From an optimization exercise on the open Yosys and OpenROAD flow, aimed at small area, a short achievable clock period and few clock cycles; shortcuts taken in it are not production practice.
In this exercise RTL edits were held to simulation tests only and were not proved equivalent to the original.
Power is estimated from default activity; no workload was simulated.

==> v24: inputs <==
## dshot_tdec
module dshot_tdec (
    input  wire        clk,
    input  wire        rst,             
    input  wire        cfg_scheme,      
    input  wire [6:0]  cfg_tol,         
    input  wire        cfg_csum_inv,    
    input  wire [15:0] cfg_nom_period,  
    input  wire        in_valid,
    output wire        in_ready,
    input  wire        in_end,
    input  wire        in_level,        
    input  wire [15:0] in_high,         
    input  wire [15:0] in_len,          
    output reg         out_valid,
    output reg  [2:0]  out_status,
    output reg  [15:0] out_raw
);
clock: 20.0 ns
lec_check: 0
abc_area: 1
cap_margin: 20
core_margin: 2
core_utilization: 40
slew_margin: 20
run.sh (not shown) runs the stock make flow with config.mk's settings and CLKGATE_MAP_FILE= SYNTH_SCRIPT=/design/flow/synth_recipe.tcl, a recipe that flattens the netlist after the stock synthesis.
==> v29 (differences from v24) <==
--- a/flow/design.v
+++ b/flow/design.v
@@ -18,13 +18,13 @@
     localparam [2:0] STAT_OK   = 3'd0;
     localparam [2:0] STAT_CSUM = 3'd2;
     localparam [2:0] STAT_INS  = 3'd3;
     localparam [2:0] STAT_BSF  = 3'd4;
     localparam [1:0] E_NONE = 2'd0, E_INS = 2'd1, E_BSF = 2'd2;
     localparam [1:0] A_IDLE = 2'd0, A_DIV = 2'd1, A_READY = 2'd2, A_HAND = 2'd3;
-    localparam [1:0] DV_IDLE = 2'd0, DV_RUN = 2'd1, DV_DONE = 2'd2, DV_DONE2 = 2'd3;
+    localparam [1:0] DV_IDLE = 2'd0, DV_RUN = 2'd1, DV_DONE = 2'd2;
     localparam [1:0] OWN_A = 2'd0, OWN_IN = 2'd1, OWN_B = 2'd2;
     reg        cs;
     reg [6:0]  ctol;
     reg        cinv;
     reg [15:0] cpn;
     always @(posedge clk) begin
@@ -84,30 +84,26 @@
     wire [17:0] tn3 = {1'b0, cpn, 1'b0} + {2'b0, cpn};
     wire [18:0] tn5 = {1'b0, cpn, 2'b0} + {3'b0, cpn};
     wire [18:0] tn7 = {cpn, 3'b0} - {3'b0, cpn};
     wire [17:0] b_t3 = {1'b0, b_p, 1'b0} + {2'b0, b_p};
     wire        dv_idle = (dv_st == DV_IDLE);
     wire        dv_done = (dv_st == DV_DONE);
-    wire        dv_done2 = (dv_st == DV_DONE2);    
     wire [22:0] dv_r4  = {dv_rem, dv_q[15], dv_q[14]};
     wire [22:0] dv_d3  = {2'b0, dv_d} + {1'b0, dv_d, 1'b0};
     wire [23:0] dv_s1  = {1'b0, dv_r4} - {3'b0, dv_d};
     wire [23:0] dv_s2  = {1'b0, dv_r4} - {2'b0, dv_d, 1'b0};
     wire [23:0] dv_s3  = {1'b0, dv_r4} - {1'b0, dv_d3};
     wire        dv_g1  = ~dv_s1[23];
     wire        dv_g2  = ~dv_s2[23];
     wire        dv_g3  = ~dv_s3[23];
     wire        dv_b1  = dv_g2;
     wire        dv_b2  = dv_g3 | (dv_g1 & ~dv_g2);
     wire [20:0] dv_r2p = dv_g3 ? dv_s3[20:0] : dv_g2 ? dv_s2[20:0] : dv_g1 ? dv_s1[20:0] : dv_r4[20:0];
     wire [22:0] dv_t   = {1'b0, dv_rem, 1'b0} - {2'b0, dv_d};
-    reg         dv_up, dv_tie;
-    always @(posedge clk) begin
-        dv_up  <= ~dv_t[22];
-        dv_tie <= (dv_t == 23'd0);
-    end
+    wire        dv_up   = ~dv_t[22];
+    wire        dv_tie  = (dv_t == 23'd0);
     wire [16:0] dl    = {l1, 1'b0};
     wire        n_ge1 = (dl >= {1'b0, cpn});
     wire        n_ge3 = ({1'b0, dl} >= tn3);
     wire        n_ge5 = ({2'b0, dl} >= tn5);
     wire        n_ge7 = ({2'b0, dl} >= tn7);
     wire [1:0]  n0f   = n_ge5 ? 2'd3 : n_ge3 ? 2'd2 : n_ge1 ? 2'd1 : 2'd0;
@@ -121,16 +117,13 @@
     wire proc_samp   = proc && !e1;
     wire proc_end    = proc && e1;
     wire v1_div_a  = proc_end && (estat_in == E_NONE);
     wire v1_div_in = proc_samp && need_div_in;
     wire buf_we = proc_samp && (cs || (cnt < 6'd16));
     wire [4:0]  cum_eff  = r1_first ? 5'd0 : cum;
-    wire [5:0]  csum6 = {1'b0, cum_eff} + {1'b0, r1_c};
-    wire [4:0]  cum_nx = (csum6 > 6'd21) ? 5'd21 : csum6[4:0];
-    wire [4:0]  cum_iss = (b_j == 5'd0) ? 5'd0 : r1_v ? cum_nx : cum;
-    wire        slow_need = r1_v && r1_big;    
+    wire        slow_need = r1_v && r1_big && (!r1_last || (cum_eff < 5'd18));
     wire        r1_stall = slow_need;
     wire        b_tok    = (b_estat != E_NONE);
     wire        b_issue  = b_act && !r1_stall;
     wire        b_lastis = b_tok || (b_left == 6'd1);
     wire        b_take   = (a_st == A_READY) && (!b_act || (b_issue && b_lastis));
     wire b_div = slow_need && dv_idle && !v1_div_a && !v1_div_in;
@@ -170,13 +163,12 @@
         case (dv_st)
             DV_IDLE: if (dv_start) begin
                 dv_st_n  = DV_RUN;
                 dv_own_n = v1_div_a ? OWN_A : v1_div_in ? OWN_IN : OWN_B;
             end
             DV_RUN:  if (dv_it == 3'd7) dv_st_n = DV_DONE;
-            DV_DONE: dv_st_n = (dv_own == OWN_A) ? DV_IDLE : DV_DONE2;
             default: dv_st_n = DV_IDLE;
         endcase
     end
     wire [5:0] cnt_n      = proc_end ? 6'd0 : proc_samp ? cnt + 6'd1 : cnt;
     wire       pend_big_n = (proc_samp && cs) ? n_ge7 : pend_big;
     wire [5:0] wptr_n     = wptr + {5'd0, buf_we};
@@ -214,13 +206,13 @@
         if (buf_we)
             sbuf[wptr[4:0]] <= cs ? l1 : h1;
     end
     always @(posedge clk)
         bq <= sbuf[rptr_n[4:0]];
     wire [20:0] acc_sum  = acc + {5'd0, cs ? ra : l1};
-    wire        nacc_div = dv_done2 && (dv_own == OWN_IN);
+    wire        nacc_div = dv_done && (dv_own == OWN_IN);
     wire [20:0] nacc_sum = nacc + (nacc_div ? {5'd0, dv_q} : {19'd0, pend_n0})
                                 + {20'd0, nacc_div && dv_up};
     always @(posedge clk) begin
         if (rst) begin
             cnt    <= 6'd0;
             acc    <= 21'd0;
@@ -389,13 +381,13 @@
                 if (b_j == 5'd0)
                     tq_1 <= a_thr;
                 if (cs) begin
                     r1_d   <= bd;
                     r1_cp  <= cp_f;
                     r1_c   <= {2'b0, c_f};
-                    r1_big <= ge7 && (!is_last || (cum_iss < 5'd18));
+                    r1_big <= ge7;
                     r1_chk <= !is_last && !ge7;
                     r1_err <= !is_last && (!ge1 || (!ge7 && (eq1 || eq3 || eq5)));
                     r1_bit <= 1'b0;
                 end else begin
                     r1_d   <= (b_j == 5'd0) ? a_pmin : a_pmax;
                     r1_cp  <= {2'b0, b_p};
@@ -403,36 +395,38 @@
                     r1_big <= 1'b0;
                     r1_chk <= (b_j < 5'd2);
                     r1_err <= eq1;
                     r1_bit <= ge1 && !eq1;
                 end
             end
-        end else if (dv_done2 && dv_own == OWN_B) begin
+        end else if (dv_done && dv_own == OWN_B) begin
             r1_d   <= dv_rem[15:0];
             r1_cp  <= dv_up ? r1_cp : 18'd0;
             r1_c   <= slow_c;
             r1_big <= 1'b0;
             r1_chk <= !r1_last;
             r1_err <= r1_err || (!r1_last && dv_tie);
         end
     end
-    wire [18:0] dv_y  = {3'b0, r1_d} + {3'b0, tq_1} - {1'b0, r1_cp};
-    wire        r1_fail = r1_err || (r1_chk && (dv_y[18] || (dv_y[17:0] > {1'b0, tq_1, 1'b0})));
+    wire [18:0] dv_hi = {1'b0, r1_cp} + {3'b0, tq_1} - {3'b0, r1_d};    
+    wire [18:0] dv_lo = {3'b0, r1_d} + {3'b0, tq_1} - {1'b0, r1_cp};    
+    wire        r1_fail = r1_err || (r1_chk && (dv_hi[18] || dv_lo[18]));
     wire        r1_mv = r1_v && !r1_stall;
+    wire [5:0]  csum6 = {1'b0, cum_eff} + {1'b0, r1_c};
     wire [4:0]  gpos  = 5'd20 - cum_eff;
     always @(posedge clk) begin
         if (rst)
             r2_v <= 1'b0;
         else
             r2_v <= r1_mv;
-        r2_fail  <= r1_fail;
-        r2_last  <= r1_last;
-        r2_estat <= r1_estat;
         if (r1_mv) begin
+            r2_fail  <= r1_fail;
+            r2_last  <= r1_last;
+            r2_estat <= r1_estat;
             if (cs) begin
-                cum <= cum_nx;
+                cum <= (csum6 > 6'd21) ? 5'd21 : csum6[4:0];
                 if (r1_first)
                     gr <= 20'd0;
                 else if (r1_c != 5'd0 && cum_eff != 5'd0 && cum_eff <= 5'd20)
                     gr[gpos] <= 1'b1;
             end else begin
                 gr <= r1_first ? {19'd0, r1_bit} : {gr[18:0], r1_bit};
@@ -496,10 +490,12 @@
             runerr    <= 1'b0;
         end else begin
             out_valid <= r2_v && r2_last;
             if (r2_v)
                 runerr <= r2_last ? 1'b0 : (runerr || fail);
         end
-        out_status <= fin_status;
-        out_raw    <= fin_raw;
+        if (r2_v && r2_last) begin
+            out_status <= fin_status;
+            out_raw    <= fin_raw;
+        end
     end
 endmodule
==> flow/config.mk (replaced) <==
export PLATFORM = sky130hd
export DESIGN_NAME = dshot_tdec
export DESIGN_NICKNAME = dshot_tdec
export VERILOG_FILES = /design/flow/design.v
export SDC_FILE = /design/flow/constraint.sdc
export NUM_CORES = 4
export LEC_CHECK = 0
export CAP_MARGIN = 20
export CORE_MARGIN = 2
export CORE_UTILIZATION = 60
export CTS_BUF_LIST = sky130_fd_sc_hd__clkbuf_8
export SLEW_MARGIN = 20
==> v23 (differences from v24) <==
--- a/flow/design.v
+++ b/flow/design.v
@@ -30,13 +30,14 @@
     always @(posedge clk) begin
         cs   <= cfg_scheme;
         ctol <= cfg_tol;
         cinv <= cfg_csum_inv;
         cpn  <= cfg_nom_period;
     end
-    reg        in_ready_r;
+    reg        in_ready_r;    
+    reg        nrdy;          
     reg        v1, e1, lv1;
     reg [15:0] h1, l1;
     reg [5:0]  cnt;
     reg [20:0] acc;           
     reg [20:0] nacc;          
     reg [15:0] ra;            
@@ -45,12 +46,13 @@
     reg        n0zero;        
     reg        prev_lvl;
     reg [1:0]  pend_n0;
     reg        pend_big;
     reg [15:0] sbuf [0:31];
     reg [5:0]  wptr, rptr;
+    reg [5:0]  rptr1;         
     reg [15:0] bq;
     reg [1:0]  a_st;
     reg [5:0]  a_cnt;
     reg [1:0]  a_estat;
     reg [15:0] a_pmin, a_pmax;
     reg [15:0] a_pe;
@@ -64,13 +66,12 @@
     reg [15:0] dv_q;
     reg        hv;
     reg        b_act;
     reg [5:0]  b_left;
     reg [4:0]  b_j;
     reg [1:0]  b_estat;
-    reg [5:0]  b_cnt;
     reg [15:0] b_p;
     reg [15:0] tq_1;
     reg        r1_v, r1_first, r1_last, r1_big, r1_chk, r1_err, r1_bit;
     reg [1:0]  r1_estat;
     reg [15:0] r1_d;
     reg [17:0] r1_cp;
@@ -79,14 +80,12 @@
     reg [1:0]  r2_estat;
     reg [4:0]  cum;
     reg [19:0] gr;
     reg        runerr;
     assign in_ready = in_ready_r;
     wire [17:0] tn3 = {1'b0, cpn, 1'b0} + {2'b0, cpn};
-    wire [18:0] tn5 = {1'b0, cpn, 2'b0} + {3'b0, cpn};
-    wire [18:0] tn7 = {cpn, 3'b0} - {3'b0, cpn};
     wire [17:0] b_t3 = {1'b0, b_p, 1'b0} + {2'b0, b_p};
     wire        dv_idle = (dv_st == DV_IDLE);
     wire        dv_done = (dv_st == DV_DONE);
     wire        dv_done2 = (dv_st == DV_DONE2);    
     wire [22:0] dv_r4  = {dv_rem, dv_q[15], dv_q[14]};
     wire [22:0] dv_d3  = {2'b0, dv_d} + {1'b0, dv_d, 1'b0};
@@ -103,16 +102,17 @@
     reg         dv_up, dv_tie;
     always @(posedge clk) begin
         dv_up  <= ~dv_t[22];
         dv_tie <= (dv_t == 23'd0);
     end
     wire [16:0] dl    = {l1, 1'b0};
-    wire        n_ge1 = (dl >= {1'b0, cpn});
-    wire        n_ge3 = ({1'b0, dl} >= tn3);
-    wire        n_ge5 = ({2'b0, dl} >= tn5);
-    wire        n_ge7 = ({2'b0, dl} >= tn7);
+    wire [17:0] ny1   = {1'b0, dl} - {2'b0, cpn};
+    wire        n_ge1 = !ny1[17];
+    wire        n_ge3 = n_ge1 && (ny1[16:0] >= {cpn, 1'b0});
+    wire        n_ge5 = n_ge1 && ({1'b0, ny1[16:0]} >= {cpn, 2'b0});
+    wire        n_ge7 = n_ge1 && ({2'b0, ny1[16:0]} >= {tn3, 1'b0});
     wire [1:0]  n0f   = n_ge5 ? 2'd3 : n_ge3 ? 2'd2 : n_ge1 ? 2'd1 : 2'd0;
     wire [1:0]  estat_in = cs ? ((cnt == 6'd0) ? E_INS : (errf | n0zero) ? E_BSF : E_NONE)
                               : ((cnt < 6'd16) ? E_INS : errf ? E_BSF : E_NONE);
     wire in_div_act  = !dv_idle && (dv_own == OWN_IN);
     wire need_div_in = cs && (cnt != 6'd0) && pend_big;
     wire samp_ok     = !in_div_act && (!need_div_in || dv_idle);
@@ -134,23 +134,21 @@
     wire        b_lastis = b_tok || (b_left == 6'd1);
     wire        b_take   = (a_st == A_READY) && (!b_act || (b_issue && b_lastis));
     wire b_div = slow_need && dv_idle && !v1_div_a && !v1_div_in;
     wire dv_start = v1_div_a || v1_div_in || b_div;
     wire [15:0] bd  = bq;    
     wire [16:0] bdd = {bd, 1'b0};
-    wire [19:0] by1 = {3'b0, bdd} - {4'b0, b_p};
-    wire [19:0] by3 = {3'b0, bdd} - {3'b0, b_p, 1'b0} - {4'b0, b_p};
-    wire [19:0] by5 = {3'b0, bdd} - {2'b0, b_p, 2'b0} - {4'b0, b_p};
-    wire [19:0] by7 = {3'b0, bdd} - {1'b0, b_p, 3'b0} + {4'b0, b_p};
-    wire        ge1 = !by1[19];
-    wire        ge3 = !by3[19];
-    wire        ge5 = !by5[19];
-    wire        ge7 = !by7[19];
-    wire        eq1 = (by1 == 20'd0);
-    wire        eq3 = (by3 == 20'd0);
-    wire        eq5 = (by5 == 20'd0);
+    wire [17:0] by1 = {1'b0, bdd} - {2'b0, b_p};
+    wire [16:0] byp = by1[16:0];
+    wire        ge1 = !by1[17];
+    wire        ge3 = ge1 && (byp >= {b_p, 1'b0});
+    wire        ge5 = ge1 && ({1'b0, byp} >= {b_p, 2'b0});
+    wire        ge7 = ge1 && ({2'b0, byp} >= {b_t3, 1'b0});
+    wire        eq1 = (by1 == 18'd0);
+    wire        eq3 = ge1 && (byp == {b_p, 1'b0});
+    wire        eq5 = ge1 && ({1'b0, byp} == {b_p, 2'b0});
     wire [2:0]  c_f = ge7 ? 3'd4 : ge5 ? 3'd3 : ge3 ? 3'd2 : ge1 ? 3'd1 : 3'd0;
     wire [17:0] cp_f = ge7 ? {2'b0, b_p} : ge5 ? b_t3 : ge3 ? {1'b0, b_p, 1'b0} :
                        ge1 ? {2'b0, b_p} : 18'd0;
     wire        is_last = (b_left == 6'd1);
     reg [1:0] a_st_n;
     always @(*) begin
@@ -177,13 +175,14 @@
             default: dv_st_n = DV_IDLE;
         endcase
     end
     wire [5:0] cnt_n      = proc_end ? 6'd0 : proc_samp ? cnt + 6'd1 : cnt;
     wire       pend_big_n = (proc_samp && cs) ? n_ge7 : pend_big;
     wire [5:0] wptr_n     = wptr + {5'd0, buf_we};
-    wire [5:0] rptr_n     = rptr + (!b_issue ? 6'd0 : b_tok ? b_cnt : 6'd1);
+    wire [5:0] rptr_tok   = rptr + b_left;    
+    wire [5:0] rptr_n     = !b_issue ? rptr : b_tok ? rptr_tok : rptr1;
     wire [5:0] occ_n      = wptr_n - rptr_n;
     wire in_div_act_n = (dv_st_n != DV_IDLE) && (dv_own_n == OWN_IN);
     wire end_ok_n     = (a_st_n == A_IDLE) && (dv_st_n == DV_IDLE);
     wire samp_ok_n    = !in_div_act_n &&
                         (!(cs && (cnt_n != 6'd0) && pend_big_n) || (dv_st_n == DV_IDLE));
     wire v1_hold      = v1 && !proc;
@@ -191,19 +190,21 @@
     wire room0 = (occ_n <= 6'd31) || (cnt_n == 6'd32);
     wire ok_move = in_end ? (end_ok_n && (occ_n <= 6'd31))
                           : (samp_ok_n && room1);
     wire ok_stay = !v1_hold ? room0
                  : e1 ? (end_ok_n && (occ_n <= 6'd31))
                       : (samp_ok_n && room1);
-    wire moving  = in_valid && in_ready_r;
+    wire moving  = in_valid && !nrdy;
     always @(posedge clk) begin
         if (rst) begin
             in_ready_r <= 1'b0;
+            nrdy       <= 1'b1;
             v1         <= 1'b0;
         end else begin
             in_ready_r <= moving ? ok_move : ok_stay;
+            nrdy       <= moving ? !ok_move : !ok_stay;
             v1         <= moving || v1_hold;
         end
         if (!v1_hold) begin
             e1  <= in_end;
             lv1 <= in_level;
             h1  <= in_high;
@@ -347,27 +348,28 @@
     wire [4:0] slow_c = ((dv_q[15:5] != 11'd0) || (dv_q[4:0] >= 5'd21)) ? 5'd21
                                                                          : dv_q[4:0] + {4'd0, dv_up};
     always @(posedge clk) begin
         if (rst) begin
             b_act <= 1'b0;
             rptr  <= 6'd0;
+            rptr1 <= 6'd1;
             r1_v  <= 1'b0;
         end else begin
-            rptr <= rptr_n;
+            rptr  <= rptr_n;
+            rptr1 <= rptr_n + 6'd1;
             if (b_issue) begin
                 b_left <= b_left - 6'd1;
                 b_j    <= b_j + 5'd1;
                 if (b_lastis)
                     b_act <= 1'b0;
             end
             if (b_take) begin
                 b_act   <= 1'b1;
                 b_left  <= a_cnt;
                 b_j     <= 5'd0;
                 b_estat <= a_estat;
-                b_cnt   <= a_cnt;
                 b_p     <= a_pe;
             end
             if (b_issue)
                 r1_v <= 1'b1;
             else if (!r1_stall)
                 r1_v <= 1'b0;
==> flow/config.mk (replaced) <==
export PLATFORM = sky130hd
export DESIGN_NAME = dshot_tdec
export DESIGN_NICKNAME = dshot_tdec
export VERILOG_FILES = /design/flow/design.v
export SDC_FILE = /design/flow/constraint.sdc
export NUM_CORES = 4
export LEC_CHECK = 0
export CAP_MARGIN = 20
export CORE_MARGIN = 2
export CORE_UTILIZATION = 40
export CTS_CLUSTER_DIAMETER = 80
export CTS_CLUSTER_SIZE = 25
export SLEW_MARGIN = 20
==> impl_metrics.yaml <==
outcome:
  status: "no timing/DRC/antenna violations"
grt:
  grt_use_met2: 0.357
  gr-usage-all-layers: 0.227
route:
  routed_via_density: 5.52
  vias: 47647
  wl_met2_um: 77500
  first_pass_iters: 6
floorplanning:
  start_util: 0.403
  die_x_um: 389
  die-area_sq_mm: 0.152
power:
  seq_cell_power_mw: 2.48
  powerComb_mw: 1.99
yosys:
  synth.avg_cell_area_sq_um: 9.08
  synth_compound_area_frac: 0.150
  yosysSeqAreaShare: 0.474
layout:
  nonClkBufAreaFrac: 0.0223
  multiInputGateArea_sq_mm: 0.0277
timing:
  maxSlewHeadroom: 0.248
critical_path:
  r2r-start: "b_estat[1]$_DFFE_PP_"
the above is filed under v24

==> impl_metrics.yaml <==
floorplanning:
  die-area_sq_mm: 0.101
  start_util: 0.603
route:
  wl_met2_um: 73100
  vias: 42567
  routed_via_density: 6.30
layout:
  nonClkBufAreaFrac: 0.0214
power:
  seq_cell_power_mw: 2.42
  powerComb_mw: 1.39
grt:
  gr-usage-all-layers: 0.327
outcome:
  status: "no timing/DRC/antenna violations"
timing:
  maxSlewHeadroom: 0.237
the above is filed under v29

==> impl_metrics.yaml <==
route:
  first_pass_iters: 9
  wl_met2_um: 72900
  vias: 38270
floorplanning:
  die_x_um: 377
  start_util: 0.403
yosys:
  yosysSeqAreaShare: 0.507
  synth_compound_area_frac: 0.135
power:
  powerComb_mw: 1.08
  seq_cell_power_mw: 2.39
timing:
  maxSlewHeadroom: 0.276
grt:
  grt_use_met2: 0.358
  gr-usage-all-layers: 0.214
layout:
  multiInputGateArea_sq_mm: 0.0255
outcome:
  status: "no timing/DRC/antenna violations"
critical_path:
  r2r-start: "b_p[2]$_DFFE_PP_"
the above is filed under v23

Testbench counts of v24, summed over its fixed seeds: cycles 16,293.
Testbench counts of v29, summed over its fixed seeds: cycles 16,290.
Testbench counts of v23, summed over its fixed seeds: cycles 16,293.

==> separate check: timing with driven ports <==
Ports are ideal in the flow. The routed layouts listed here were re-timed in OpenROAD. Step 1 assumes that a clkbuf_16 drives the clock port and a buf_2 every other input. Step 2 times the ports against the registers' clock, not the clock port: input delays grow and output delays shrink by t, the midpoint of the rising clock arrivals with the driver on. Slacks: ideal ports / drivers / drivers and shift; pairs: ideal ports / drivers.
run | t, ns | setup slack, ns | hold WS [ns]
v24 | 0.805 | 14.195 / 14.115 / 13.662 | 0.355 / 0.355 / 0.355
v29 | 0.920 | 13.908 / 13.908 / 13.908 | 0.418 / 0.418 / 0.418
v23 | 0.766 | 14.133 / 14.113 / 14.133 | 0.424 / 0.424 / 0.424
After both steps every run listed still meets setup and hold. For v24, which loses most, drivers alone change the setup slack by -0.080 ns; drivers and shift together by -0.533 ns.
